This is an optimization exercise on Yosys and OpenROAD, whose aim is small area, not a production implementation. At most, simulation tests tie the RTL to the original design; equivalence was not proved. Only the layout flow was run in run 3; the RTL was not checked for function there. Power is estimated from default activity; no workload was simulated.

**flow/config.mk**
```make
export PLATFORM = sky130hd
export DESIGN_NAME = fxp_arith32
export DESIGN_NICKNAME = fxp_arith32
export VERILOG_FILES = /design/flow/design.v
export SDC_FILE = /design/flow/constraint.sdc
export NUM_CORES = 4
export LEC_CHECK = 0
export ABC_AREA = 1
export CAP_MARGIN = 20
export CORE_MARGIN = 2
export CORE_UTILIZATION = 60
export CTS_BUF_LIST = sky130_fd_sc_hd__clkbuf_4 sky130_fd_sc_hd__clkbuf_8
export CTS_CLUSTER_DIAMETER = 60
export CTS_CLUSTER_SIZE = 30
export PLACE_DENSITY = 0.75
export SLEW_MARGIN = 20
```
**flow/constraint.sdc**
```tcl
create_clock -name core_clock -period 15.0 [get_ports {clk}]
set_input_delay 3.0000 -clock core_clock [delete_from_list [all_inputs] [get_ports {clk}]]
set_output_delay 3.0000 -clock core_clock [all_outputs]
set_load 0.01 [all_outputs]
```
**flow/design.v**
```verilog
module fxp_mul (
    input  wire [31:0] acc,
    input  wire [31:0] m,
    input  wire [1:0]  d,
    input  wire [1:0]  inj,
    output wire [33:0] s
);
    wire pp0_0;
    wire pp0_1;
    wire pp0_2;
    wire pp0_3;
    wire pp0_4;
    wire pp0_5;
    wire pp0_6;
    wire pp0_7;
    wire pp0_8;
    wire pp0_9;
    wire pp0_10;
    wire pp0_11;
    wire pp0_12;
    wire pp0_13;
    wire pp0_14;
    wire pp0_15;
    wire pp0_16;
    wire pp0_17;
    wire pp0_18;
    wire pp0_19;
    wire pp0_20;
    wire pp0_21;
    wire pp0_22;
    wire pp0_23;
    wire pp0_24;
    wire pp0_25;
    wire pp0_26;
    wire pp0_27;
    wire pp0_28;
    wire pp0_29;
    wire pp0_30;
    wire pp0_31;
    wire pp1_0;
    wire pp1_1;
    wire pp1_2;
    wire pp1_3;
    wire pp1_4;
    wire pp1_5;
    wire pp1_6;
    wire pp1_7;
    wire pp1_8;
    wire pp1_9;
    wire pp1_10;
    wire pp1_11;
    wire pp1_12;
    wire pp1_13;
    wire pp1_14;
    wire pp1_15;
    wire pp1_16;
    wire pp1_17;
    wire pp1_18;
    wire pp1_19;
    wire pp1_20;
    wire pp1_21;
    wire pp1_22;
    wire pp1_23;
    wire pp1_24;
    wire pp1_25;
    wire pp1_26;
    wire pp1_27;
    wire pp1_28;
    wire pp1_29;
    wire pp1_30;
    wire pp1_31;
    wire s1;
    wire c2;
    wire s3;
    wire c4;
    wire s5;
    wire c6;
    wire s7;
    wire c8;
    wire s9;
    wire c10;
    wire s11;
    wire c12;
    wire s13;
    wire c14;
    wire s15;
    wire c16;
    wire s17;
    wire c18;
    wire s19;
    wire c20;
    wire s21;
    wire c22;
    wire s23;
    wire c24;
    wire s25;
    wire c26;
    wire s27;
    wire c28;
    wire s29;
    wire c30;
    wire s31;
    wire c32;
    wire s33;
    wire c34;
    wire s35;
    wire c36;
    wire s37;
    wire c38;
    wire s39;
    wire c40;
    wire s41;
    wire c42;
    wire s43;
    wire c44;
    wire s45;
    wire c46;
    wire s47;
    wire c48;
    wire s49;
    wire c50;
    wire s51;
    wire c52;
    wire s53;
    wire c54;
    wire s55;
    wire c56;
    wire s57;
    wire c58;
    wire s59;
    wire c60;
    wire s61;
    wire c62;
    wire s63;
    wire c64;
    wire s65;
    wire c66;
    wire s67;
    wire c68;
    wire s69;
    wire c70;
    wire s71;
    wire c72;
    wire s73;
    wire c74;
    wire s75;
    wire c76;
    wire s77;
    wire c78;
    wire s79;
    wire c80;
    wire s81;
    wire c82;
    wire s83;
    wire c84;
    wire s85;
    wire c86;
    wire s87;
    wire c88;
    wire s89;
    wire c90;
    wire s91;
    wire c92;
    wire s93;
    wire c94;
    wire s95;
    wire c96;
    wire s97;
    wire c98;
    wire s99;
    wire c100;
    wire s101;
    wire c102;
    wire s103;
    wire c104;
    wire s105;
    wire c106;
    wire s107;
    wire c108;
    wire s109;
    wire c110;
    wire s111;
    wire c112;
    wire s113;
    wire c114;
    wire s115;
    wire c116;
    wire s117;
    wire c118;
    wire s119;
    wire c120;
    wire s121;
    wire c122;
    wire s123;
    wire c124;
    wire s125;
    wire c126;
    wire s127;
    wire c128;
    wire r129;
    wire p130;
    wire r131;
    wire q132;
    wire p133;
    wire r134;
    wire q135;
    wire p136;
    wire r137;
    wire q138;
    wire p139;
    wire r140;
    wire q141;
    wire p142;
    wire r143;
    wire q144;
    wire p145;
    wire r146;
    wire q147;
    wire p148;
    wire r149;
    wire q150;
    wire p151;
    wire r152;
    wire q153;
    wire p154;
    wire r155;
    wire q156;
    wire p157;
    wire r158;
    wire q159;
    wire p160;
    wire r161;
    wire q162;
    assign pp0_0 = m[0] & d[0];
    assign pp0_1 = m[1] & d[0];
    assign pp0_2 = m[2] & d[0];
    assign pp0_3 = m[3] & d[0];
    assign pp0_4 = m[4] & d[0];
    assign pp0_5 = m[5] & d[0];
    assign pp0_6 = m[6] & d[0];
    assign pp0_7 = m[7] & d[0];
    assign pp0_8 = m[8] & d[0];
    assign pp0_9 = m[9] & d[0];
    assign pp0_10 = m[10] & d[0];
    assign pp0_11 = m[11] & d[0];
    assign pp0_12 = m[12] & d[0];
    assign pp0_13 = m[13] & d[0];
    assign pp0_14 = m[14] & d[0];
    assign pp0_15 = m[15] & d[0];
    assign pp0_16 = m[16] & d[0];
    assign pp0_17 = m[17] & d[0];
    assign pp0_18 = m[18] & d[0];
    assign pp0_19 = m[19] & d[0];
    assign pp0_20 = m[20] & d[0];
    assign pp0_21 = m[21] & d[0];
    assign pp0_22 = m[22] & d[0];
    assign pp0_23 = m[23] & d[0];
    assign pp0_24 = m[24] & d[0];
    assign pp0_25 = m[25] & d[0];
    assign pp0_26 = m[26] & d[0];
    assign pp0_27 = m[27] & d[0];
    assign pp0_28 = m[28] & d[0];
    assign pp0_29 = m[29] & d[0];
    assign pp0_30 = m[30] & d[0];
    assign pp0_31 = m[31] & d[0];
    assign pp1_0 = m[0] & d[1];
    assign pp1_1 = m[1] & d[1];
    assign pp1_2 = m[2] & d[1];
    assign pp1_3 = m[3] & d[1];
    assign pp1_4 = m[4] & d[1];
    assign pp1_5 = m[5] & d[1];
    assign pp1_6 = m[6] & d[1];
    assign pp1_7 = m[7] & d[1];
    assign pp1_8 = m[8] & d[1];
    assign pp1_9 = m[9] & d[1];
    assign pp1_10 = m[10] & d[1];
    assign pp1_11 = m[11] & d[1];
    assign pp1_12 = m[12] & d[1];
    assign pp1_13 = m[13] & d[1];
    assign pp1_14 = m[14] & d[1];
    assign pp1_15 = m[15] & d[1];
    assign pp1_16 = m[16] & d[1];
    assign pp1_17 = m[17] & d[1];
    assign pp1_18 = m[18] & d[1];
    assign pp1_19 = m[19] & d[1];
    assign pp1_20 = m[20] & d[1];
    assign pp1_21 = m[21] & d[1];
    assign pp1_22 = m[22] & d[1];
    assign pp1_23 = m[23] & d[1];
    assign pp1_24 = m[24] & d[1];
    assign pp1_25 = m[25] & d[1];
    assign pp1_26 = m[26] & d[1];
    assign pp1_27 = m[27] & d[1];
    assign pp1_28 = m[28] & d[1];
    assign pp1_29 = m[29] & d[1];
    assign pp1_30 = m[30] & d[1];
    assign pp1_31 = m[31] & d[1];
    assign s1 = acc[0] ^ pp0_0 ^ inj[0];
    assign c2 = (acc[0] & pp0_0) | (inj[0] & (acc[0] ^ pp0_0));
    assign s3 = acc[1] ^ pp0_1 ^ pp1_0;
    assign c4 = (acc[1] & pp0_1) | (pp1_0 & (acc[1] ^ pp0_1));
    assign s5 = acc[2] ^ pp0_2 ^ pp1_1;
    assign c6 = (acc[2] & pp0_2) | (pp1_1 & (acc[2] ^ pp0_2));
    assign s7 = acc[3] ^ pp0_3 ^ pp1_2;
    assign c8 = (acc[3] & pp0_3) | (pp1_2 & (acc[3] ^ pp0_3));
    assign s9 = acc[4] ^ pp0_4 ^ pp1_3;
    assign c10 = (acc[4] & pp0_4) | (pp1_3 & (acc[4] ^ pp0_4));
    assign s11 = acc[5] ^ pp0_5 ^ pp1_4;
    assign c12 = (acc[5] & pp0_5) | (pp1_4 & (acc[5] ^ pp0_5));
    assign s13 = acc[6] ^ pp0_6 ^ pp1_5;
    assign c14 = (acc[6] & pp0_6) | (pp1_5 & (acc[6] ^ pp0_6));
    assign s15 = acc[7] ^ pp0_7 ^ pp1_6;
    assign c16 = (acc[7] & pp0_7) | (pp1_6 & (acc[7] ^ pp0_7));
    assign s17 = acc[8] ^ pp0_8 ^ pp1_7;
    assign c18 = (acc[8] & pp0_8) | (pp1_7 & (acc[8] ^ pp0_8));
    assign s19 = acc[9] ^ pp0_9 ^ pp1_8;
    assign c20 = (acc[9] & pp0_9) | (pp1_8 & (acc[9] ^ pp0_9));
    assign s21 = acc[10] ^ pp0_10 ^ pp1_9;
    assign c22 = (acc[10] & pp0_10) | (pp1_9 & (acc[10] ^ pp0_10));
    assign s23 = acc[11] ^ pp0_11 ^ pp1_10;
    assign c24 = (acc[11] & pp0_11) | (pp1_10 & (acc[11] ^ pp0_11));
    assign s25 = acc[12] ^ pp0_12 ^ pp1_11;
    assign c26 = (acc[12] & pp0_12) | (pp1_11 & (acc[12] ^ pp0_12));
    assign s27 = acc[13] ^ pp0_13 ^ pp1_12;
    assign c28 = (acc[13] & pp0_13) | (pp1_12 & (acc[13] ^ pp0_13));
    assign s29 = acc[14] ^ pp0_14 ^ pp1_13;
    assign c30 = (acc[14] & pp0_14) | (pp1_13 & (acc[14] ^ pp0_14));
    assign s31 = acc[15] ^ pp0_15 ^ pp1_14;
    assign c32 = (acc[15] & pp0_15) | (pp1_14 & (acc[15] ^ pp0_15));
    assign s33 = acc[16] ^ pp0_16 ^ pp1_15;
    assign c34 = (acc[16] & pp0_16) | (pp1_15 & (acc[16] ^ pp0_16));
    assign s35 = acc[17] ^ pp0_17 ^ pp1_16;
    assign c36 = (acc[17] & pp0_17) | (pp1_16 & (acc[17] ^ pp0_17));
    assign s37 = acc[18] ^ pp0_18 ^ pp1_17;
    assign c38 = (acc[18] & pp0_18) | (pp1_17 & (acc[18] ^ pp0_18));
    assign s39 = acc[19] ^ pp0_19 ^ pp1_18;
    assign c40 = (acc[19] & pp0_19) | (pp1_18 & (acc[19] ^ pp0_19));
    assign s41 = acc[20] ^ pp0_20 ^ pp1_19;
    assign c42 = (acc[20] & pp0_20) | (pp1_19 & (acc[20] ^ pp0_20));
    assign s43 = acc[21] ^ pp0_21 ^ pp1_20;
    assign c44 = (acc[21] & pp0_21) | (pp1_20 & (acc[21] ^ pp0_21));
    assign s45 = acc[22] ^ pp0_22 ^ pp1_21;
    assign c46 = (acc[22] & pp0_22) | (pp1_21 & (acc[22] ^ pp0_22));
    assign s47 = acc[23] ^ pp0_23 ^ pp1_22;
    assign c48 = (acc[23] & pp0_23) | (pp1_22 & (acc[23] ^ pp0_23));
    assign s49 = acc[24] ^ pp0_24 ^ pp1_23;
    assign c50 = (acc[24] & pp0_24) | (pp1_23 & (acc[24] ^ pp0_24));
    assign s51 = acc[25] ^ pp0_25 ^ pp1_24;
    assign c52 = (acc[25] & pp0_25) | (pp1_24 & (acc[25] ^ pp0_25));
    assign s53 = acc[26] ^ pp0_26 ^ pp1_25;
    assign c54 = (acc[26] & pp0_26) | (pp1_25 & (acc[26] ^ pp0_26));
    assign s55 = acc[27] ^ pp0_27 ^ pp1_26;
    assign c56 = (acc[27] & pp0_27) | (pp1_26 & (acc[27] ^ pp0_27));
    assign s57 = acc[28] ^ pp0_28 ^ pp1_27;
    assign c58 = (acc[28] & pp0_28) | (pp1_27 & (acc[28] ^ pp0_28));
    assign s59 = acc[29] ^ pp0_29 ^ pp1_28;
    assign c60 = (acc[29] & pp0_29) | (pp1_28 & (acc[29] ^ pp0_29));
    assign s61 = acc[30] ^ pp0_30 ^ pp1_29;
    assign c62 = (acc[30] & pp0_30) | (pp1_29 & (acc[30] ^ pp0_30));
    assign s63 = acc[31] ^ pp0_31 ^ pp1_30;
    assign c64 = (acc[31] & pp0_31) | (pp1_30 & (acc[31] ^ pp0_31));
    assign s65 = inj[1] ^ c2 ^ s3;
    assign c66 = (inj[1] & c2) | (s3 & (inj[1] ^ c2));
    assign s67 = c4 ^ s5 ^ c66;
    assign c68 = (c4 & s5) | (c66 & (c4 ^ s5));
    assign s69 = c6 ^ s7 ^ c68;
    assign c70 = (c6 & s7) | (c68 & (c6 ^ s7));
    assign s71 = c8 ^ s9 ^ c70;
    assign c72 = (c8 & s9) | (c70 & (c8 ^ s9));
    assign s73 = c10 ^ s11 ^ c72;
    assign c74 = (c10 & s11) | (c72 & (c10 ^ s11));
    assign s75 = c12 ^ s13 ^ c74;
    assign c76 = (c12 & s13) | (c74 & (c12 ^ s13));
    assign s77 = c14 ^ s15 ^ c76;
    assign c78 = (c14 & s15) | (c76 & (c14 ^ s15));
    assign s79 = c16 ^ s17 ^ c78;
    assign c80 = (c16 & s17) | (c78 & (c16 ^ s17));
    assign s81 = c18 ^ s19 ^ c80;
    assign c82 = (c18 & s19) | (c80 & (c18 ^ s19));
    assign s83 = c20 ^ s21 ^ c82;
    assign c84 = (c20 & s21) | (c82 & (c20 ^ s21));
    assign s85 = c22 ^ s23 ^ c84;
    assign c86 = (c22 & s23) | (c84 & (c22 ^ s23));
    assign s87 = c24 ^ s25 ^ c86;
    assign c88 = (c24 & s25) | (c86 & (c24 ^ s25));
    assign s89 = c26 ^ s27 ^ c88;
    assign c90 = (c26 & s27) | (c88 & (c26 ^ s27));
    assign s91 = c28 ^ s29 ^ c90;
    assign c92 = (c28 & s29) | (c90 & (c28 ^ s29));
    assign s93 = c30 ^ s31 ^ c92;
    assign c94 = (c30 & s31) | (c92 & (c30 ^ s31));
    assign s95 = c32 ^ s33 ^ c94;
    assign c96 = (c32 & s33) | (c94 & (c32 ^ s33));
    assign s97 = c34 ^ s35 ^ c96;
    assign c98 = (c34 & s35) | (c96 & (c34 ^ s35));
    assign s99 = c36 ^ s37 ^ c98;
    assign c100 = (c36 & s37) | (c98 & (c36 ^ s37));
    assign s101 = c38 ^ s39 ^ c100;
    assign c102 = (c38 & s39) | (c100 & (c38 ^ s39));
    assign s103 = c40 ^ s41 ^ c102;
    assign c104 = (c40 & s41) | (c102 & (c40 ^ s41));
    assign s105 = c42 ^ s43 ^ c104;
    assign c106 = (c42 & s43) | (c104 & (c42 ^ s43));
    assign s107 = c44 ^ s45;
    assign c108 = c44 & s45;
    assign s109 = c46 ^ s47 ^ c108;
    assign c110 = (c46 & s47) | (c108 & (c46 ^ s47));
    assign s111 = c48 ^ s49 ^ c110;
    assign c112 = (c48 & s49) | (c110 & (c48 ^ s49));
    assign s113 = c50 ^ s51 ^ c112;
    assign c114 = (c50 & s51) | (c112 & (c50 ^ s51));
    assign s115 = c52 ^ s53 ^ c114;
    assign c116 = (c52 & s53) | (c114 & (c52 ^ s53));
    assign s117 = c54 ^ s55 ^ c116;
    assign c118 = (c54 & s55) | (c116 & (c54 ^ s55));
    assign s119 = c56 ^ s57 ^ c118;
    assign c120 = (c56 & s57) | (c118 & (c56 ^ s57));
    assign s121 = c58 ^ s59 ^ c120;
    assign c122 = (c58 & s59) | (c120 & (c58 ^ s59));
    assign s123 = c60 ^ s61 ^ c122;
    assign c124 = (c60 & s61) | (c122 & (c60 ^ s61));
    assign s125 = c62 ^ s63 ^ c124;
    assign c126 = (c62 & s63) | (c124 & (c62 ^ s63));
    assign s127 = pp1_31 ^ c64 ^ c126;
    assign c128 = (pp1_31 & c64) | (c126 & (pp1_31 ^ c64));
    assign r129 = s107 ^ c106;
    assign p130 = c106 & s107;
    assign r131 = s109 ^ p130;
    assign q132 = s107 & s109;
    assign p133 = c106 & q132;
    assign r134 = s111 ^ p133;
    assign q135 = q132 & s111;
    assign p136 = c106 & q135;
    assign r137 = s113 ^ p136;
    assign q138 = q135 & s113;
    assign p139 = c106 & q138;
    assign r140 = s115 ^ p139;
    assign q141 = q138 & s115;
    assign p142 = c106 & q141;
    assign r143 = s117 ^ p142;
    assign q144 = q141 & s117;
    assign p145 = c106 & q144;
    assign r146 = s119 ^ p145;
    assign q147 = q144 & s119;
    assign p148 = c106 & q147;
    assign r149 = s121 ^ p148;
    assign q150 = q147 & s121;
    assign p151 = c106 & q150;
    assign r152 = s123 ^ p151;
    assign q153 = q150 & s123;
    assign p154 = c106 & q153;
    assign r155 = s125 ^ p154;
    assign q156 = q153 & s125;
    assign p157 = c106 & q156;
    assign r158 = s127 ^ p157;
    assign q159 = q156 & s127;
    assign p160 = c106 & q159;
    assign r161 = c128 ^ p160;
    assign q162 = q159 & c128;
    assign s[0] = s1;
    assign s[1] = s65;
    assign s[2] = s67;
    assign s[3] = s69;
    assign s[4] = s71;
    assign s[5] = s73;
    assign s[6] = s75;
    assign s[7] = s77;
    assign s[8] = s79;
    assign s[9] = s81;
    assign s[10] = s83;
    assign s[11] = s85;
    assign s[12] = s87;
    assign s[13] = s89;
    assign s[14] = s91;
    assign s[15] = s93;
    assign s[16] = s95;
    assign s[17] = s97;
    assign s[18] = s99;
    assign s[19] = s101;
    assign s[20] = s103;
    assign s[21] = s105;
    assign s[22] = r129;
    assign s[23] = r131;
    assign s[24] = r134;
    assign s[25] = r137;
    assign s[26] = r140;
    assign s[27] = r143;
    assign s[28] = r146;
    assign s[29] = r149;
    assign s[30] = r152;
    assign s[31] = r155;
    assign s[32] = r158;
    assign s[33] = r161;
endmodule
module fxp_arith32 (
    input  wire        clk,
    input  wire        rst,
    input  wire        in_valid,
    output wire        in_ready,
    input  wire [1:0]  op,
    input  wire [31:0] a,
    input  wire [31:0] b,
    output reg         out_valid,
    output wire [62:0] result,
    output reg         ovf,
    output wire        trunc,
    output wire [1:0]  div_state,
    output wire [2:0]  div_iter,
    output reg  [10:0] cost
);
    localparam [6:0] T_ACCEPT = 7'd57;
    reg        busy;
    reg        pre;        
    reg [6:0]  t;
    reg [1:0]  opr;
    reg        conv;
    reg        nc;
    reg [31:0] ar, br, acc;
    wire t_acc = (t == T_ACCEPT);
    assign in_ready = busy ? (pre & t_acc) : ~(in_valid & op[1] & op[0]);
    wire is_div = opr[1] & opr[0];
    wire is_mul = opr[1] & ~opr[0];
    wire addsub = ~opr[1];
    wire t_fin    = t[6] & t[5];               
    wire div_norm = is_div & ~t_fin;
    wire div_bi   = div_norm & t[4];           
    wire mul_pre  = is_mul & (t[4:3] == 2'd0);
    wire mul_idle = is_mul & (t[4:3] == 2'd1);
    wire step15   = (t[3:0] == 4'd15);
    wire t_is95  = (t == 7'd95);
    wire t_is103 = (t == 7'd103);
    wire t_is119 = (t == 7'd119);
    wire mul_t7  = (t[4:0] == 5'd7);
    wire done    = is_div ? t_is119 : (is_mul ? (t[4:0] == 5'd31) : step15);
    wire pend    = is_div ? ((~t_fin & step15) | t_is103 | t_is119)
                          : (is_mul ? mul_t7 : step15);
    wire pre_end = (is_mul & mul_t7) | (is_div & t_is103);
    wire       tap16 = mul_pre | (is_div & t_fin);
    reg  [1:0] araw;
    always @(*) begin
        case (t[3:0])
            4'd0:  araw = ar[1:0];
            4'd1:  araw = ar[3:2];
            4'd2:  araw = ar[5:4];
            4'd3:  araw = ar[7:6];
            4'd4:  araw = ar[9:8];
            4'd5:  araw = ar[11:10];
            4'd6:  araw = ar[13:12];
            4'd7:  araw = ar[15:14];
            4'd8:  araw = ar[17:16];
            4'd9:  araw = ar[19:18];
            4'd10: araw = ar[21:20];
            4'd11: araw = ar[23:22];
            4'd12: araw = ar[25:24];
            4'd13: araw = ar[27:26];
            4'd14: araw = ar[29:28];
            default: araw = ar[31:30];
        endcase
    end
    wire [1:0] raw = div_bi ? araw : (tap16 ? br[17:16] : br[1:0]);
    wire       inv = opr[0];                  
    wire       c0  = nc;
    wire [1:0] rv  = raw ^ {2{inv}};
    wire [2:0] xc  = {1'b0, rv} + {2'd0, c0};
    wire [1:0] x   = xc[1:0];
    wire [1:0]  d   = addsub ? {1'b0, t == 7'd0} : (mul_idle ? 2'd0 : x);
    wire [1:0]  inj = addsub ? x : 2'd0;
    wire [33:0] s;
    fxp_mul u_step (.acc(acc), .m(ar), .d(d), .inj(inj), .s(s));
    wire        ld_a = div_norm & step15;
    wire        ld_b = ld_a | (is_div & t_is119);
    wire        shin = addsub | (is_mul & t[4]);
    always @(posedge clk) begin
        if (rst) begin
            busy      <= 1'b0;
            pre       <= 1'b0;
            out_valid <= 1'b0;
        end else begin
            out_valid <= busy & done;
            if (!busy) begin
                busy <= in_valid;
                pre  <= in_valid & op[1] & op[0];
            end else if (pre) begin
                if (!in_valid) begin
                    busy <= 1'b0;
                    pre  <= 1'b0;
                end else if (t_acc)
                    pre  <= 1'b0;
            end else if (done)
                busy <= 1'b0;
        end
    end
    always @(posedge clk) begin
        t <= busy ? t + 7'd1 : 7'd0;
        if (!busy) begin
            opr  <= op;
            nc   <= op[0];
            ar   <= a;
            br   <= b;
            acc  <= 32'd0;
        end else begin
            nc  <= (is_div & pend) ? (t_is95 ? ~|s[16:1] : 1'b1) : xc[2];
            if (t[6:4] == 3'd0)
                conv <= ((t[3:0] == 4'd0) | conv) & (x == {step15, 1'b0});
            acc <= pend ? 32'd0 : s[33:2];    
            if (ld_a)
                ar <= {br[1:0], br[31:2]};    
            if (ld_b)
                br <= s[32:1];
            else
                br <= {shin ? s[1:0] : br[1:0], br[31:2]};
            if (pre_end)
                ovf <= s[33];
            else if (done)
                ovf <= addsub ? s[2] : (s[33] & ~ovf);
        end
    end
    assign result    = {acc[30:0], br};
    assign trunc     = is_div;
    assign div_state = {is_div, is_div & ~conv};
    assign div_iter  = {is_div & ~conv, 1'b0, is_div};
    always @(*) begin
        case (opr)
            2'd0:    cost = 11'd128;
            2'd1:    cost = 11'd160;
            2'd2:    cost = 11'd273;
            default: cost = conv ? 11'd273 : 11'd1525;
        endcase
    end
endmodule
```
**flow/flow/run.sh**
```bash
#!/bin/bash
# Layout flow: the standard layout (standard.sh) with two changes.
# 1. Synthesis is the standard flow's script (synth_recipe.tcl) unchanged, except that
#    its final technology mapping runs ABC with flow/abc_area_only.script
#    (strash; dch; map -a; topo), an area-only mapping, instead of ORFS's
#    abc_area.script, which also buffers and upsizes for delay. A variable
#    trace swaps the script name when ORFS's synthesis preamble sets it;
#    the registers, -nofsm -noshare, flattening and renaming are as in the
#    standard synthesis.
# 2. The buffer that global placement puts on every input and output port
#    is the smallest buffer cell, sky130_fd_sc_hd__buf_1, instead of the
#    cell buffer_ports picks by default. Every port still gets its own
#    buffer.
# Floorplan, power grid, tap cells, clock tree and routing are standard.
# Each make run's output goes to its own log here, each step's to orfs/logs/.
set -euo pipefail
script="$PWD/flow/abc_area_only.script"
test -f "$script"
{
  echo "proc fxp_abc_script {args} { set ::abc_script {$script} }"
  echo "trace add variable ::abc_script write fxp_abc_script"
  cat synth_recipe.tcl
} > synth_abc.tcl
sed -e 's#synth_recipe\.tcl#synth_abc.tcl#g' standard.sh > synth_abc.sh
grep -q 'synth_abc\.tcl' synth_abc.sh
bash synth_abc.sh synth > synth.log 2>&1
grep -q "abc_area_only.script" orfs/logs/*/fxp_arith32/base/1_2_yosys.log
bash standard.sh 'BUFFER_PORTS_ARGS=-buffer_cell sky130_fd_sc_hd__buf_1' finish > layout.log 2>&1
test -f out/final.def
```
**flow/flow/abc_area_only.script**
```
strash
dch
map -a
topo
```
**flow/standard.sh**
```bash
#!/bin/bash
# synth_recipe.tcl (not shown) runs the flow's synth.tcl, then flattens the netlist and writes it again
# the make line also repeats each setting of config.mk as NAME=value (left out here)
make -C /OpenROAD-flow-scripts/flow DESIGN_CONFIG=/design/flow/config.mk WORK_HOME=/design/flow/orfs CLKGATE_MAP_FILE= SYNTH_SCRIPT=/design/flow/synth_recipe.tcl "${@:-finish}"
```
==> results of run 1 <==
worst paths after layout:
| kind | start | slack (ns) | endpoint |
|---|---|---|---|
| setup / recovery | opr[1] | 1.07 | br[28] |
| hold reg to reg | br[24] | 0.50 | br[22] |
| setup reg to reg | opr[1] | 1.07 | br[28] |
| hold / removal | br[24] | 0.50 | br[22] |
through the flow:
step                      setup slack (ns)  hold WS [ns]
final                                1.072        0.4983
after global routing                0.1297        0.5248
after CTS                           0.8105        0.4949
after detailed placement            0.8816        0.4791
after global placement               1.372        0.4511
after floorplan                      2.206        0.4367
metal layers:
layer / up-vias / wire, um
met5: - / 0
met4: 0 / 214
met3: 19 / 1169
met2: 238 / 8409
met1: 2776 / 7943
li1: 2794 / -
cells in the mapped netlist:
library cell,instances,area (um^2)
a22o_2,2,20.02
a21oi_1,40,200.2
conb_1,1,3.750
edfxtp_1,36,1081
o31ai_1,1,7.510
xnor2_1,1,8.760
a32oi_1,2,17.52
nand2_1,192,720.7
dfxtp_1,75,1501
nor3b_1,1,7.510
o21ai_0,45,225.2
buf_4,43,322.8
a22oi_1,9,67.56
nand4_1,10,62.56
o41ai_1,1,8.760
nor2_1,124,465.5
o211ai_1,1,7.510
a211oi_1,2,15.01
nand3_1,11,55.05
mux2_2,1,11.26
clkinv_1,102,382.9
a21boi_0,1,7.510
xor2_1,6,52.55
nor4_1,2,12.51
o32ai_1,1,8.760
ha_1,9,112.6
a31oi_1,2,12.51
o22ai_1,1,6.260
buf_1,1,3.750
nor3_1,20,100.1
fa_1,63,1261
a2111oi_0,2,17.52
tightest hold or removal path, cell delays in order, from the launching register on:
cell	delay, ns
dfxtp_1	0.34
nand2_1	0.07
a21oi_1	0.05
area by class of cell:
class                      count  area share
clock buffer                  10     0.01766
clock inverter                 6    0.007906
inverter                     102     0.05147
multi-input combinational    554      0.4718
sequential                   111      0.3474
tap                          140     0.02355
timing repair buffer         153     0.08024
logic make-up (layout without fill, tap and decap cells):
logic type                 count (synthesis)  in the layout  synth area share
xor gates and xnor gates                   7              7          0.009032
and+or+nand+nor                          360            360            0.2098
other                                      1              4         0.0005525
DFF                                      111            111            0.3805
buffers and inverters                    146            271            0.1045
AOI/OAI and AO/OA                        110            110           0.09161
adders and majority gates                 72             72            0.2024
muxes                                      1              1          0.001659
report_power, final:
group	switching (mW)	leakage (nW)	internal [mW]
sequential	0.0392	0.988	0.363
clock	0.115	0.0967	0.0672
combinational	0.279	1.68	0.166
total	0.433	2.76	0.596
flip-flops by register name (all words and copies together) (netlist names):
name       flops
conv           1
br            32
acc           32
opr            2
ar            32
busy           1
ovf            1
nc             1
pre            1
t              7
out_valid      1
==> flow_summary_export.csv, run 1 <==
group,metric,value,unit
outcome,outcome,"finished clean",
critical_path,max_stage_delay,0.53,ns
yosys,syn_avg_cell_area,8.401,um^2
cells_and_area,multi_input_area,0.003510,mm^2
critical_path,worst_ep_arrival_time,14.18,ns
critical_path,r2r_cells,47,
sta,max_freq,71.80,MHz
global_route,grt_pass1_vias,5603,
power,power_leakage,2.762,nW
yosys,synth_cell_types,32,
cts,cts_max_level,3,
drt,postRouteAntennaNets,0,
global_route,grtUsageMet1,0.4296,
floorplan,io_pins,152,
place,io_buffer_count,147,
cts,cts_made_buffers,9,
global_route,top_usage_layer,"met2",
sta,setup_tns,0,ns
place,gp_congestion,0.8697,
cells_and_area,nets,1072,
sta,fin_crit_sh,0.9286,
global_route,overflow,0,
cts,ctsHoldBuffers,0,
floorplan,rows,38,
sta,worst_pin_slew,0.7889,ns
drt,drt-initial-drc-count,563,
yosys,syn_area,0.006788,mm^2
drt,wirelength,17740,um
drt,wire_per_inst,16.49,um
cts,post_cts_buffers,0,
floorplan,dieHeight,110.4,um
global_route,met3_usage,0.06702,
sta,skew,0.01663,ns
place,dp_cells,1060,
critical_path,crit_buf_inv,7,
critical_path,start_kind,"flip-flop",
critical_path,crit_top_cell,"fa_1",
place,place.detailed.hpwl,13280,um
cells_and_area,syn_to_final_growth,9.585,%
sta,setup-violations-final,0,
floorplan,core_area,0.01094,mm^2
cts,post_cts_resized,0,
cells_and_area,fin_area,0.007438,mm^2
yosys,ys_seq_area_frac,0.3805,
cells_and_area,layout_commonest_cell,"nand2_1",
global_route,grt_max_degree,80,
place,dpl_cell_area,0.007246,mm^2
power,ir_drop,0.0001109,V
sta,relSlewSlack,0.4741,
drt,first_pass_iters,5,
cells_and_area,fin_cells,1076,
cts,clkTransAtPathRegs,0.11,ns
drt,num_vias,5827,
sta,hold_violations,0,
yosys,synth_cells,808,
critical_path,cp_max_fo,29,
sta,maxSlewViolCount,0,
flow_run,cap_viol_max_count,0,
cts,cts_max_path_buffers,2,
cells_and_area,fin_util,0.6802,
power,power,1.029,mW
global_route,grt_pass1_wl,27950,um
cells_and_area,fill_cells,942,
cts,cts_tree,"built",
critical_path,critical_path_class,"reg -> reg",
critical_path,crit_path_end_kind,"flip-flop",
floorplan,die_w,110.4,um
cts,clockRootBuffer,"clkbuf_8",
cells_and_area,layout_common_cells,"191 x nand2_1, 147 x buf_1, 124 x nor2_1",
sta,fin_crit,13.93,ns
hold_path,whs_path_depth,2,
global_route,grtUsageTotal,0.3074,
drt,route.detailed.vias_per_inst,5.415,
critical_path,crit_family,"adder cells",
critical_path,critPathSlowestCell,"edfxtp_1",
power,power_density,138.3,mW/mm^2
cts,cts.sinks,111,
critical_path,cp_num_cells,47,
floorplan,start_util,0.6207,
critical_path,crit_required,15.26,ns
floorplan,fp.dieArea,0.01218,mm^2
sta,rsz0062_at_grt,"no",
yosys,synth_warnings,1,
drt,drc,0,
yosys,ys_seq_elements,111,
cells_and_area,drive_gt1_frac,0.02991,
cells_and_area,n_antenna_cell,0,
cells_and_area,regArea,0.002584,mm^2
global_route,antenna_found_initial,0,
hold_path,holdCritPathClass,"reg -> reg",
global_route,met2_usage,0.4934,
cts,clkLatencyLatePin,0.40,ns
==> run 2: changes to the inputs <==
--- a/flow/config.mk
+++ b/flow/config.mk
@@ -10,7 +10,7 @@
 export CORE_MARGIN = 2
-export CORE_UTILIZATION = 60
-export CTS_BUF_LIST = sky130_fd_sc_hd__clkbuf_4 sky130_fd_sc_hd__clkbuf_8
-export CTS_CLUSTER_DIAMETER = 60
-export CTS_CLUSTER_SIZE = 30
-export PLACE_DENSITY = 0.75
+export CORE_UTILIZATION = 40
+export CTS_BUF_LIST = sky130_fd_sc_hd__clkbuf_8
+export CTS_CLUSTER_DIAMETER = 100
+export CTS_CLUSTER_SIZE = 40
+export PLACE_DENSITY = 0.6
 export SLEW_MARGIN = 20
==> run 2 against run 1 <==
  * Critical path depth did not move
  * First-iteration DRC count decreased by 41%
  * Clock-buffer cell count down 1
  * Final cell count grew 7.3%
  * Non-clock buffer count decreased by 1
  * Clock skew shrank 0.0050 ns
  * Synthesized cell count stayed put
  * Still clean
  * Via count down 4.0%
  * Routed wire length barely moved
==> flow_summary_export.csv, run 2 <==
group,metric,value,unit
cells_and_area,fin_area,0.007526,mm^2
power,switchingPower,0.4184,mW
global_route,grtUsageTotal,0.2065,
critical_path,worst_ep_arrival_time,13.95,ns
place,io_buffer_count,147,
cts,post_cts_buffers,0,
power,netSwitchingFraction,0.4097,
drt,drt-initial-drc-count,331,
yosys,synth_flop_cell,"dfxtp_1",
critical_path,start_kind,"flip-flop",
cells_and_area,layout_commonest_cell,"nand2_1",
floorplan,io_pins,152,
critical_path,critPathSlowestCell,"edfxtp_1",
critical_path,max_stage_delay,0.53,ns
sta,skew,0.01164,ns
drt,postRouteAntennaNets,0,
yosys,syn_avg_cell_area,8.401,um^2
power,p_int,0.6029,mW
critical_path,r2r_start,"opr[1]",
cts,cts_max_level,3,
cts,cts.sinks,111,
cells_and_area,fin_util,0.4538,
place,place.detailed.hpwl,13590,um
global_route,antenna_found_initial,0,
drt,route.detailed.vias_per_inst,4.845,
sta,hold_violations,0,
yosys,yosys-top-cells-area,"dfxtp_1 22%, fa_1 19%, edfxtp_1 16%, nand2_1 11%, nor2_1 6.9%",
floorplan,die_w,134.3,um
critical_path,r2r_cells,47,
cts,post_cts_resized,0,
yosys,synth-edff-count,36,
drt,drc,0,
cts,clockRootBuffer,"clkbuf_8",
critical_path,crit_required,15.27,ns
critical_path,crit_family,"adder cells",
critical_path,critical_path_class,"reg -> reg",
sta,rsz0062_at_grt,"no",
floorplan,rows,47,
critical_path,reg2reg_slack,1.32,ns
place,dpl_cell_area,0.007341,mm^2
yosys,yosys.area_share.simple,0.2098,
yosys,synthAdderAreaFrac,0.2024,
sta,maxSlewViolCount,0,
cells_and_area,largestRegisters,"acc: 32 flops, ar: 32 flops, br: 32 flops",
floorplan,core_area,0.01658,mm^2
cells_and_area,syn_to_final_growth,10.88,%
sta,relSlewSlack,0.3760,
cells_and_area,layout_common_cells,"190 x nand2_1, 147 x buf_1, 124 x nor2_1",
drt,wire_per_inst,15.37,um
critical_path,crit_top_cell,"fa_1",
yosys,synth_mux_area_frac,0.001659,
power,p_comb_frac,0.430,
cts,cts_tree,"built",
sta,setup_tns,0,ns
yosys,synth_area_leader_cell,"dfxtp_1",
power,power_leakage,2.769,nW
sta,max_freq,73.09,MHz
flow_run,cap_viol_max_count,0,
cts,clkTransAtPathRegs,0.11,ns
place,pre_cts_ws,1.002,ns
yosys,synth_compound_area_frac,0.09161,
yosys,synthArstFlopShare,0,
cells_and_area,drive_gt1_frac,0.02567,
place,dp_cells,1139,
yosys,netlist.area_leader.share,0.2212,
cells_and_area,fin_cells,1155,
yosys,synthXorXnorAreaFrac,0.009032,
sta,fin_crit_sh,0.9122,
sta,worst_pin_slew,0.9326,ns
yosys,ys_seq_elements,111,
global_route,overflow,0,
cts,cts_made_buffers,9,
critical_path,r2r_end,"br[28]",
power,power,1.021,mW
critical_path,cp_num_cells,47,
power,power_density,135.7,mW/mm^2
cts,ctsHoldBuffers,0,
yosys,synth_common_cells,"192 x nand2_1, 124 x nor2_1, 102 x clkinv_1",
power,seq_power_share,0.395,
hold_path,hold_end,"t[0]",
cells_and_area,n_antenna_cell,0,
place,gp_congestion,0.8710,
global_route,grt_pass1_wl,29060,um
yosys,syn_area,0.006788,mm^2
yosys,synth_cell_types,32,
drt,num_vias,5596,
drt,wirelength,17750,um
yosys,synth_warnings,1,
floorplan,fp.dieArea,0.01803,mm^2
sta,setup-violations-final,0,
floorplan,dieHeight,134.3,um
power,ir_drop,0.00005043,V
critical_path,cp_max_fo,29,
yosys,synth_cells,808,
hold_path,min_from,"t[0]",
hold_path,holdCritPathClass,"reg -> reg",
cts,cts_max_path_buffers,2,
cts,clkLatencyLatePin,0.40,ns
critical_path,crit_buf_inv,7,
sta,timing.final.ws_setup,1.317,ns
global_route,grt_pass1_vias,5550,
sta,whs,0.4805,ns
drt,first_pass_iters,5,
power,clkPwrFrac,0.175,
yosys,ys_seq_area_frac,0.3805,
yosys,synth_top_family_by_area,"simple AND/OR/NAND/NOR gates",
outcome,outcome,"finished clean",
hold_path,whs_path_depth,1,
critical_path,crit_path_end_kind,"flip-flop",
yosys,yosysMostFrequentCell,"nand2_1",
cells_and_area,nets,1071,
floorplan,start_util,0.4093,
global_route,grt_max_degree,80,
sta,fin_crit,13.68,ns
run 2: cell types whose count changed in the layout (fill, tap and decap cells not counted), sizes merged:
cell,before,now
clkinv,101,103
buf,153,152
bufinv,0,1
clkbuf,10,9
clkinvlp,1,0
inv,6,5
run 2: worst max-delay path by stage:
stage	start	endpoint	slack (ns)
2_1_floorplan	opr[1]	br[28]	2.21
3_3_place_gp	opr[1]	br[28]	1.38
3_5_place_dp	opr[1]	br[28]	1.00
4_1_cts	opr[1]	br[28]	0.98
5_1_grt	opr[1]	br[28]	0.18
6_report	opr[1]	br[28]	1.32
run 2: layer usage:
metal | share of wire | global-route usage | vias up
met5 | 0 | 0 | -
met4 | 0.014 | 0.05380 | 0
met3 | 0.056 | 0.04119 | 18
met2 | 0.45 | 0.3180 | 148
met1 | 0.48 | 0.2983 | 2636
li1 | - | - | 2794
run 2: logic make-up after synthesis:
kind of cell / after synthesis
adders and majority gates: 72
buffers and inverters: 146
other: 1
and+or+nand+nor: 360
DFF: 111
xor gates and xnor gates: 7
muxes: 1
AOI/OAI and AO/OA: 110
run 2: power groups by stage:
stage          logic [mW]  registers (mW)  clock network (mW)
5_1_grt             0.504           0.410               0.196
3_3_place_gp        0.442           0.411                   0
6_report            0.439           0.404               0.178
4_1_cts             0.447           0.404               0.183
2_1_floorplan       0.334           0.401                   0
3_5_place_dp        0.442           0.411                   0
run 2: cell type report:
cell class / count / area, um^2
Inverter: 102 / 382.9
Fill cell: 1721 / 9057
Multi-Input combinational cell: 554 / 3512
Tap cell: 220 / 275.3
Sequential cell: 111 / 2584
Clock inverter: 7 / 58.81
Timing Repair Buffer: 152 / 589.3
Clock buffer: 9 / 123.9
==> run 3: changes to the inputs <==
--- a/flow/design.v
+++ b/flow/design.v
@@ -199,36 +199,2 @@
     wire c128;
-    wire r129;
-    wire p130;
-    wire r131;
-    wire q132;
-    wire p133;
-    wire r134;
-    wire q135;
-    wire p136;
-    wire r137;
-    wire q138;
-    wire p139;
-    wire r140;
-    wire q141;
-    wire p142;
-    wire r143;
-    wire q144;
-    wire p145;
-    wire r146;
-    wire q147;
-    wire p148;
-    wire r149;
-    wire q150;
-    wire p151;
-    wire r152;
-    wire q153;
-    wire p154;
-    wire r155;
-    wire q156;
-    wire p157;
-    wire r158;
-    wire q159;
-    wire p160;
-    wire r161;
-    wire q162;
     assign pp0_0 = m[0] & d[0];
@@ -403,4 +369,4 @@
     assign c106 = (c42 & s43) | (c104 & (c42 ^ s43));
-    assign s107 = c44 ^ s45;
-    assign c108 = c44 & s45;
+    assign s107 = c44 ^ s45 ^ c106;
+    assign c108 = (c44 & s45) | (c106 & (c44 ^ s45));
     assign s109 = c46 ^ s47 ^ c108;
@@ -425,36 +391,2 @@
     assign c128 = (pp1_31 & c64) | (c126 & (pp1_31 ^ c64));
-    assign r129 = s107 ^ c106;
-    assign p130 = c106 & s107;
-    assign r131 = s109 ^ p130;
-    assign q132 = s107 & s109;
-    assign p133 = c106 & q132;
-    assign r134 = s111 ^ p133;
-    assign q135 = q132 & s111;
-    assign p136 = c106 & q135;
-    assign r137 = s113 ^ p136;
-    assign q138 = q135 & s113;
-    assign p139 = c106 & q138;
-    assign r140 = s115 ^ p139;
-    assign q141 = q138 & s115;
-    assign p142 = c106 & q141;
-    assign r143 = s117 ^ p142;
-    assign q144 = q141 & s117;
-    assign p145 = c106 & q144;
-    assign r146 = s119 ^ p145;
-    assign q147 = q144 & s119;
-    assign p148 = c106 & q147;
-    assign r149 = s121 ^ p148;
-    assign q150 = q147 & s121;
-    assign p151 = c106 & q150;
-    assign r152 = s123 ^ p151;
-    assign q153 = q150 & s123;
-    assign p154 = c106 & q153;
-    assign r155 = s125 ^ p154;
-    assign q156 = q153 & s125;
-    assign p157 = c106 & q156;
-    assign r158 = s127 ^ p157;
-    assign q159 = q156 & s127;
-    assign p160 = c106 & q159;
-    assign r161 = c128 ^ p160;
-    assign q162 = q159 & c128;
     assign s[0] = s1;
@@ -481,14 +413,14 @@
     assign s[21] = s105;
-    assign s[22] = r129;
-    assign s[23] = r131;
-    assign s[24] = r134;
-    assign s[25] = r137;
-    assign s[26] = r140;
-    assign s[27] = r143;
-    assign s[28] = r146;
-    assign s[29] = r149;
-    assign s[30] = r152;
-    assign s[31] = r155;
-    assign s[32] = r158;
-    assign s[33] = r161;
+    assign s[22] = s107;
+    assign s[23] = s109;
+    assign s[24] = s111;
+    assign s[25] = s113;
+    assign s[26] = s115;
+    assign s[27] = s117;
+    assign s[28] = s119;
+    assign s[29] = s121;
+    assign s[30] = s123;
+    assign s[31] = s125;
+    assign s[32] = s127;
+    assign s[33] = c128;
 endmodule
@@ -537,6 +469,11 @@
     wire pre_end = (is_mul & mul_t7) | (is_div & t_is103);
-    wire       tap16 = mul_pre | (is_div & t_fin);
+    wire [6:0] tn      = t + 7'd1;
+    wire       u_fin   = tn[6] & tn[5];
+    wire       u_div_bi = is_div & ~u_fin & tn[4];
+    wire       u_tap16 = (is_mul & (tn[4:3] == 2'd0)) | (is_div & u_fin);
+    wire       end_ai  = div_norm & step15 & ~t[4];    
+    wire       end_bi  = div_norm & step15 & t[4];     
     reg  [1:0] araw;
     always @(*) begin
-        case (t[3:0])
+        case (tn[3:0])
             4'd0:  araw = ar[1:0];
@@ -559,8 +496,24 @@
     end
-    wire [1:0] raw = div_bi ? araw : (tap16 ? br[17:16] : br[1:0]);
-    wire       inv = opr[0];                  
-    wire       c0  = nc;
+    reg [1:0] raw;
+    always @(*) begin
+        if (!busy)
+            raw = (op == 2'd2) ? b[17:16] : b[1:0];
+        else if (end_ai)
+            raw = br[3:2];                      
+        else if (end_bi)
+            raw = t_is95 ? s[18:17] : s[2:1];   
+        else if (u_div_bi)
+            raw = araw;
+        else if (u_tap16)
+            raw = br[19:18];
+        else
+            raw = br[3:2];
+    end
+    wire       inv = busy ? opr[0] : op[0];    
+    wire       cin = !busy ? op[0]
+                   : ((is_div & pend) ? (t_is95 ? ~|s[16:1] : 1'b1) : nc);
     wire [1:0] rv  = raw ^ {2{inv}};
-    wire [2:0] xc  = {1'b0, rv} + {2'd0, c0};
-    wire [1:0] x   = xc[1:0];
+    wire [2:0] xc  = {1'b0, rv} + {2'd0, cin};
+    reg  [1:0] xr;                              
+    wire [1:0] x   = xr;
     wire [1:0]  d   = addsub ? {1'b0, t == 7'd0} : (mul_idle ? 2'd0 : x);
@@ -593,6 +546,7 @@
     always @(posedge clk) begin
-        t <= busy ? t + 7'd1 : 7'd0;
+        t  <= busy ? tn : 7'd0;
+        xr <= xc[1:0];
+        nc <= xc[2];
         if (!busy) begin
             opr  <= op;
-            nc   <= op[0];
             ar   <= a;
@@ -601,3 +555,2 @@
         end else begin
-            nc  <= (is_div & pend) ? (t_is95 ? ~|s[16:1] : 1'b1) : xc[2];
             if (t[6:4] == 3'd0)
==> run 3 against run 2 <==
  * Critical path type unchanged
  * Still clean
  * Fmax is 4.4% lower
  * Critical path depth shrank 1
  * Routed wire length grew 6.1%
  * Via count up 2.6%
  * Highest routed layer unchanged
  * Synthesized cell count up 0.25%
==> flow_summary_export.csv, run 3 <==
group,metric,value,unit
cts,ctsHoldBuffers,0,
global_route,grtUsageTotal,0.2196,
cells_and_area,nets,1090,
sta,rsz0062_at_grt,"no",
global_route,met2_usage,0.3466,
sta,relSlewSlack,0.3106,
floorplan,die_w,134.7,um
drt,route.detailed.vias_per_inst,4.861,
sta,setup_tns,0,ns
yosys,yosys-top-cells-area,"dfxtp_1 23%, fa_1 19%, edfxtp_1 16%, nand2_1 10%, nor2_1 8.1%",
floorplan,dieHeight,134.7,um
sta,skew,0.01575,ns
floorplan,start_util,0.4103,
hold_path,holdCritPathClass,"reg -> reg",
floorplan,io_pins,152,
cts,cts_made_buffers,17,
sta,maxSlewViolCount,0,
floorplan,fp.dieArea,0.01813,mm^2
critical_path,worst_ep_arrival_time,14.61,ns
yosys,synth_cell_types,28,
global_route,met3_usage,0.04955,
yosys,syn_area,0.006829,mm^2
drt,postRouteAntennaNets,0,
critical_path,critical_path_class,"reg -> reg",
power,ir_drop,0.00009662,V
cells_and_area,layout_commonest_cell,"nand2_1",
global_route,antenna_found_initial,0,
sta,fin_crit_sh,0.9538,
place,gp_congestion,0.9155,
yosys,synth_flop_cell,"dfxtp_1",
sta,max_freq,69.90,MHz
sta,worst_pin_slew,1.025,ns
power,power_density,151.3,mW/mm^2
sta,setup-violations-final,0,
yosys,synth_warnings,1,
global_route,top_usage_layer,"met2",
cts,cts_max_level,4,
yosys,ys_seq_elements,113,
critical_path,critPathSlowestCell,"fa_1",
critical_path,crit_required,15.30,ns
cells_and_area,n_antenna_cell,0,
global_route,overflow,0,
cells_and_area,syn_to_final_growth,16.09,%
place,io_buffer_count,147,
power,power_leakage,2.916,nW
critical_path,start_kind,"flip-flop",
cells_and_area,fill_cells,1717,
yosys,synthArstFlopShare,0,
global_route,grt_pass1_wl,30110,um
sta,hold_violations,0,
cells_and_area,largestRegisters,"acc: 32 flops, ar: 32 flops, br: 32 flops",
global_route,grt_pass1_vias,5726,
outcome,outcome,"finished clean",
yosys,syn_avg_cell_area,8.431,um^2
drt,drc,0,
cts,cts_max_path_buffers,2,
global_route,grt_max_degree,70,
critical_path,crit_path_end_kind,"flip-flop",
critical_path,max_stage_delay,0.48,ns
yosys,yosysMostFrequentCell,"nand2_1",
sta,fin_crit,14.31,ns
yosys,synth_area_leader_cell,"dfxtp_1",
cts,clkTransAtPathRegs,0.07,ns
yosys,synth-edff-count,36,
cts,cts_tree,"built",
critical_path,cp_max_fo,7,
sta,timing.final.ws_setup,0.6931,ns
global_route,grtUsageMet1,0.2987,
floorplan,rows,47,
cts,clkLatencyLatePin,0.46,ns
yosys,netlist.area_leader.share,0.2257,
cts,clockRootBuffer,"clkbuf_8",
yosys,synth_common_cells,"185 x nand2_1, 148 x nor2_1, 98 x clkinv_1",
cells_and_area,drive_gt1_frac,0.06348,
drt,wirelength,18820,um
yosys,synth_cells,810,
drt,drt-initial-drc-count,388,
drt,num_vias,5741,
critical_path,crit_top_cell,"fa_1",
flow_run,cap_viol_max_count,0,
drt,wire_per_inst,15.94,um
place,place.detailed.hpwl,14290,um
drt,first_pass_iters,5,
floorplan,core_area,0.01664,mm^2
yosys,ys_seq_area_frac,0.3840,
cells_and_area,layout_common_cells,"185 x nand2_1, 148 x nor2_1, 147 x buf_1",
cts,cts.sinks,113,
place,pre_cts_ws,0.03626,ns
-- run 3: cell count changes in the layout (fill, tap and decap cells not counted), sizes merged, moves of 4 or more --
cell      before  now
nor2         124  148
nor3          20    7
clkbuf         9   20
buf          152  160
nand2        192  185
a21oi         40   46
nand4         10    4
o21ai         45   39
a221oi         0    4
clkinvlp       0    4
o211ai         1    5
-- run 3: stage by stage --
stage	area (um^2)	utilization	hold WS, ns	cells	power, mW
CTS	7880	0.4735	0.4796	1180	1.208
detailed placement	7448	0.4476	0.4689	1148	0.8880
global placement	7448	0.4476	0.4648	1148	0.8929
finish	7928	0.4764	0.4790	1181	1.200
floorplan	6845	-	0.4406	813	0.7569
global route	7928	0.4764	0.5048	1181	1.291
-- run 3: layout make-up --
type,count,area (um^2),area share
multi-input cells,558,3573,0.4508
inverters,98,367.9,0.04640
flip-flops and latches,113,2626,0.3313
clock buffers,20,275.3,0.03472
clock inverters,12,156.4,0.01973
well taps,220,275.3,0.03472
repair buffers,160,653.1,0.08239
-- run 3: kinds of logic after synthesis --
kind of cell | count (synthesis) | synth area share
compound gates | 120 | 0.1022
xor+xnor | 3 | 0.003848
fa+ha+maj | 73 | 0.2041
buf+inv | 142 | 0.1017
flops | 113 | 0.3840
other cells | 1 | 0.0005491
simple gates | 358 | 0.2036
-- run 3: path summary, 6_finish.rpt --
path,to,startpoint,slack [ns],cells past startpoint
hold / removal,pre,pre,0.48,2
setup / recovery,br[31],t[0],0.69,46
setup reg to reg,br[31],t[0],0.69,46
hold reg to reg,pre,pre,0.48,2
-- run 3: timing repair --
action | CTS | global route
endpoints found under the setup margin | 0 | 7
gates resized for setup | 0 | 12
setup buffers | 0 | 1
-- run 3: critical path: cells and delay by family, from the launching register on --
family / cells / cell delay, ns
adders and majority gates: 33 / 12.50
buffers and inverters: 7 / 0.56
and+or+nand+nor: 4 / 0.43
DFF: 1 / 0.36
AOI/OAI and AO/OA: 2 / 0.29
-- run 3: routing by layer --
| layer | wire length, um | vias to the layer above |
|---|---|---|
| li1 | - | 2845 |
| met1 | 8629 | 2670 |
| met2 | 8650 | 200 |
| met3 | 1180 | 26 |
| met4 | 363 | 0 |
| met5 | 0 | - |
-- run 3: where the power goes --
group,internal (mW),switching [mW]
clock,0.178,0.136
combinational,0.179,0.291
sequential,0.373,0.0438

==> separate check: timing with driven ports <==
The flow's constraints put no driver on any port. The routed layouts listed below were extracted and timed again, unchanged, in two steps. Step 1 assumes that a clkbuf_16 drives the clock port and a buf_2 every other input. Step 2 moves the port delays by t, midway between the first and last clock arrival at a register: inputs arrive t later, outputs are due t later. That takes back most of the time a late clock gives input paths. a / b / c = ideal / step 1 / step 2; a / b = the first two.
| run | t, ns | slack for setup (ns) | hold slack, ns | latest minus earliest clock arrival (ns) | cell pins on the clock port's net |
|---|---|---|---|---|---|
| run 1 | 0.426 | 1.072 / 1.072 / 1.072 | 0.498 / 0.498 / 0.498 | 0.017 / 0.017 | 1 |
| run 2 | 0.429 | 1.317 / 1.317 / 1.317 | 0.480 / 0.480 / 0.480 | 0.012 / 0.012 | 1 |
| run 3 | 0.489 | 0.693 / 0.693 / 0.693 | 0.479 / 0.479 / 0.479 | 0.016 / 0.015 | 1 |
After both steps setup and hold are still met in every run listed.
